From an optimization exercise on the open Yosys and OpenROAD flow, aimed at small area, a short achievable clock period and few clock cycles; shortcuts taken in it are not production practice.
Power and IR drop assume default switching activity.

// ieee488_engine
module ieee488_engine (
    input  wire       clk,
    input  wire       rst,           
    input  wire [4:0] cfg_address,   
    input  wire       atn_in,
    input  wire       dav_in,
    input  wire       ndac_in,
    input  wire       nrfd_in,
    input  wire       eoi_in,
    input  wire       ifc_in,
    input  wire [7:0] data_in,
    output reg        dav_drv,
    output reg        eoi_drv,
    output reg        ndac_drv,
    output reg        nrfd_drv,
    output wire [7:0] data_out,
    output wire       data_talk,     
    output wire       ctrl_talk,     
    output wire       ext_req,
    output wire [3:0] ext_op,
    output wire [3:0] ext_sa,
    output wire [7:0] ext_wdata,
    input  wire       ext_ack,
    input  wire       ext_ok,
    input  wire [7:0] ext_rdata,
    input  wire       ext_last,
    input  wire       ext_eoi,
    output wire [5:0] cmd_len,
    input  wire [4:0] cmd_raddr,
    output wire [7:0] cmd_rdata
);
    localparam CMD_BUF_SIZE = 32;
    localparam [4:0] S_IDLE = 5'h00,    
                     S_CW   = 5'h01,    
                     S_RXD  = 5'h02,    
                     S_LW   = 5'h03,    
                     S_RXL  = 5'h04,    
                     S_WAL  = 5'h05,    
                     S_WAO  = 5'h06,    
                     S_WAT  = 5'h07,    
                     S_TXW  = 5'h08,    
                     S_TXD  = 5'h09,    
                     S_TXV  = 5'h0A,    
                     S_FW   = 5'h10,    
                     S_ST   = 5'h11,    
                     S_FR   = 5'h12,    
  ...
For scale: roughly 1,100 cells after synthesis, ~310 flip-flops, ~14,000 sq um of cells after synthesis.
export LEC_CHECK = 0
export CAP_MARGIN = 20
export CORE_MARGIN = 2
export CORE_UTILIZATION = 40
export SETUP_SLACK_MARGIN = 2.0
export SLEW_MARGIN = 20
export SYNTH_HIERARCHICAL = 1
export SYNTH_MINIMUM_KEEP_SIZE = 0
create_clock -name core_clock -period 5.0 [get_ports {clk}]
standard.sh (not shown) runs the stock make flow with config.mk's settings and CLKGATE_MAP_FILE= SYNTH_SCRIPT=/design/flow/synth_recipe.tcl, a recipe that flattens the netlist after the stock synthesis.
==> flow/flow/run.sh <==
#!/bin/bash
# The standard layout (the standard.sh: ORFS synthesis to final layout),
# with two changes to how the layout is made:
#  - the port buffers that global placement inserts on every input and output
#    are sky130_fd_sc_hd__buf_1 rather than the cell OpenROAD picks by itself
#    (the resizer still upsizes the ones on critical paths);
#  - clock tree synthesis builds the tree from clkbuf_4 with small sink
#    clusters and adds no dummy loads.
set -euo pipefail
export BUFFER_PORTS_ARGS="-buffer_cell sky130_fd_sc_hd__buf_1"
export CTS_ARGS="-sink_clustering_enable -repair_clock_nets -sink_clustering_size 10 -sink_clustering_max_diameter 50 -buf_list sky130_fd_sc_hd__clkbuf_4 -dont_use_dummy_load"
bash standard.sh > standard.log 2>&1
The starting point finished with timing, DRC and antenna clean.
Next try:
--- a/flow/design.v
+++ b/flow/design.v
@@ -74,54 +74,54 @@
     reg       talk_drv;      
     assign ext_req   = state[4];
     assign ext_op    = state[3:0];
     assign ext_sa    = sa;
     assign ext_wdata = v;
     assign data_out  = v;
     assign data_talk = talk_drv;
     assign ctrl_talk = talk_drv;
     assign cmd_len   = command_length;
-    wire [1:0] ra_lo_n;
-    wire [2:0] ra_hi_n;
-    ieee488_rd_inv u_ilo0 (.a(cmd_raddr[0]), .y(ra_lo_n[0]));
-    ieee488_rd_inv u_ilo1 (.a(cmd_raddr[1]), .y(ra_lo_n[1]));
-    ieee488_rd_inv u_ihi0 (.a(cmd_raddr[2]), .y(ra_hi_n[0]));
-    ieee488_rd_inv u_ihi1 (.a(cmd_raddr[3]), .y(ra_hi_n[1]));
-    ieee488_rd_inv u_ihi2 (.a(cmd_raddr[4]), .y(ra_hi_n[2]));
-    wire [3:0] rd_lo [0:3];
-    wire [7:0] rd_hi [0:1];
-    genvar gb, gg, gk, gc;
+    wire [4:0] ra_n;
+    wire [3:0] pre_lo_n [0:1];   
+    wire [7:0] pre_hi_n;     
+    wire [31:0] wsel;        
+    genvar gb, gg, gk, gw;
     generate
-        for (gc = 0; gc < 4; gc = gc + 1) begin : g_lo
-            ieee488_rd_nor2 u_l0 (.a(cmd_raddr[1]), .b(cmd_raddr[0]), .y(rd_lo[gc][0]));
-            ieee488_rd_nor2 u_l1 (.a(cmd_raddr[1]), .b(ra_lo_n[0]),   .y(rd_lo[gc][1]));
-            ieee488_rd_nor2 u_l2 (.a(ra_lo_n[1]),   .b(cmd_raddr[0]), .y(rd_lo[gc][2]));
-            ieee488_rd_nor2 u_l3 (.a(ra_lo_n[1]),   .b(ra_lo_n[0]),   .y(rd_lo[gc][3]));
+        for (gk = 0; gk < 5; gk = gk + 1) begin : g_inv
+            ieee488_rd_inv u_i (.a(cmd_raddr[gk]), .y(ra_n[gk]));
         end
-        for (gc = 0; gc < 2; gc = gc + 1) begin : g_hic
-            for (gg = 0; gg < 8; gg = gg + 1) begin : g_hi
-                ieee488_rd_nor3 u_h (
-                    .a(gg[2] ? ra_hi_n[2] : cmd_raddr[4]),
-                    .b(gg[1] ? ra_hi_n[1] : cmd_raddr[3]),
-                    .c(gg[0] ? ra_hi_n[0] : cmd_raddr[2]),
-                    .y(rd_hi[gc][gg]));
+        for (gw = 0; gw < 2; gw = gw + 1) begin : g_loc
+            for (gk = 0; gk < 4; gk = gk + 1) begin : g_lo
+                ieee488_rd_nand2 u_l (
+                    .a(gk[1] ? cmd_raddr[1] : ra_n[1]),
+                    .b(gk[0] ? cmd_raddr[0] : ra_n[0]),
+                    .y(pre_lo_n[gw][gk]));
             end
         end
+        for (gg = 0; gg < 8; gg = gg + 1) begin : g_hi
+            ieee488_rd_nand3 u_h (
+                .a(gg[2] ? cmd_raddr[4] : ra_n[4]),
+                .b(gg[1] ? cmd_raddr[3] : ra_n[3]),
+                .c(gg[0] ? cmd_raddr[2] : ra_n[2]),
+                .y(pre_hi_n[gg]));
+        end
+        for (gw = 0; gw < CMD_BUF_SIZE; gw = gw + 1) begin : g_ws
+            ieee488_rd_nor2 u_w (.a(pre_lo_n[gw / 16][gw % 4]), .b(pre_hi_n[gw / 4]),
+                                 .y(wsel[gw]));
+        end
         for (gb = 0; gb < 8; gb = gb + 1) begin : g_rd
-            wire [3:0] lo = rd_lo[gb / 2];
-            wire [7:0] hi = rd_hi[gb / 4];
             wire [7:0] grp;      
             wire [3:0] pair_n;
             for (gg = 0; gg < 8; gg = gg + 1) begin : g_grp
                 wire [3:0] t;
                 for (gk = 0; gk < 4; gk = gk + 1) begin : g_w
-                    ieee488_rd_nand3 u_t (.a(command_buffer[4*gg+gk][gb]),
-                                          .b(lo[gk]), .c(hi[gg]), .y(t[gk]));
+                    ieee488_rd_nand2 u_t (.a(command_buffer[4*gg+gk][gb]),
+                                          .b(wsel[4*gg+gk]), .y(t[gk]));
                 end
                 ieee488_rd_nand4 u_n (.a(t[0]), .b(t[1]), .c(t[2]), .d(t[3]),
                                       .y(grp[gg]));
             end
             for (gk = 0; gk < 4; gk = gk + 1) begin : g_pair
                 ieee488_rd_nor2 u_p (.a(grp[2*gk]), .b(grp[2*gk+1]), .y(pair_n[gk]));
             end
             ieee488_rd_nand4 u_o (.a(pair_n[0]), .b(pair_n[1]), .c(pair_n[2]),
                                   .d(pair_n[3]), .y(cmd_rdata[gb]));
@@ -459,19 +459,19 @@
         end
     end
 endmodule
 module ieee488_rd_inv (input wire a, output wire y);
     assign y = ~a;
 endmodule
 module ieee488_rd_nor2 (input wire a, input wire b, output wire y);
     assign y = ~(a | b);
 endmodule
-module ieee488_rd_nor3 (input wire a, input wire b, input wire c, output wire y);
-    assign y = ~(a | b | c);
+module ieee488_rd_nand2 (input wire a, input wire b, output wire y);
+    assign y = ~(a & b);
 endmodule
 module ieee488_rd_nand3 (input wire a, input wire b, input wire c, output wire y);
     assign y = ~(a & b & c);
 endmodule
 module ieee488_rd_nand4 (input wire a, input wire b, input wire c, input wire d,
                          output wire y);
     assign y = ~(a & b & c & d);
 endmodule
Outcome: Sequential share of layout area rises by 2.9 points. Fmax rises by a few percent. Setup slack gains 110 ps. Cell count falls by a few percent. Die area falls slightly. Final area falls by a few percent. Combinational power rises by a few percent. Via count falls by a few percent. Wire length falls by a little under a tenth. Non-clock buffer count falls by 71. Critical path depth falls by 3. Hold slack hardly moves. Total power rises by a few percent. Global-route usage falls by 1.5 points.
Function was not checked in any run of this note: the RTL went through the layout flow alone.

re-timing with driven ports:
The flow's constraints put no driver on any port. The routed layouts listed below were extracted and timed again, unchanged, in two steps.
Step 1 assumes that a clkbuf_16 drives the clock port and a buf_2 every other input.
Step 2 adds t to the input delays and takes it off the output delays; t is the mean of the earliest and latest rising clock arrival at the registers after step 1. Input paths then give back, and output paths get back, about the clock's delay inside the block.
Three values: ideal ports, drivers, drivers and shift; two values: the first two.
run | shift t [ns] | setup slack, ns | worst setup path at the end | clock arrival spread, ns | cell pins on the clock port's net
the first run | 0.660 | 1.501 / 1.467 / 1.467 | input to output | 0.124 / 0.125 | 1
the second run | 0.682 | 1.614 / 1.542 / 1.542 | input to output | 0.114 / 0.114 | 1
After both steps setup and hold are still met in every run listed. For the second run, which loses most, drivers alone change the setup slack by -0.072 ns; drivers and shift together by -0.072 ns.
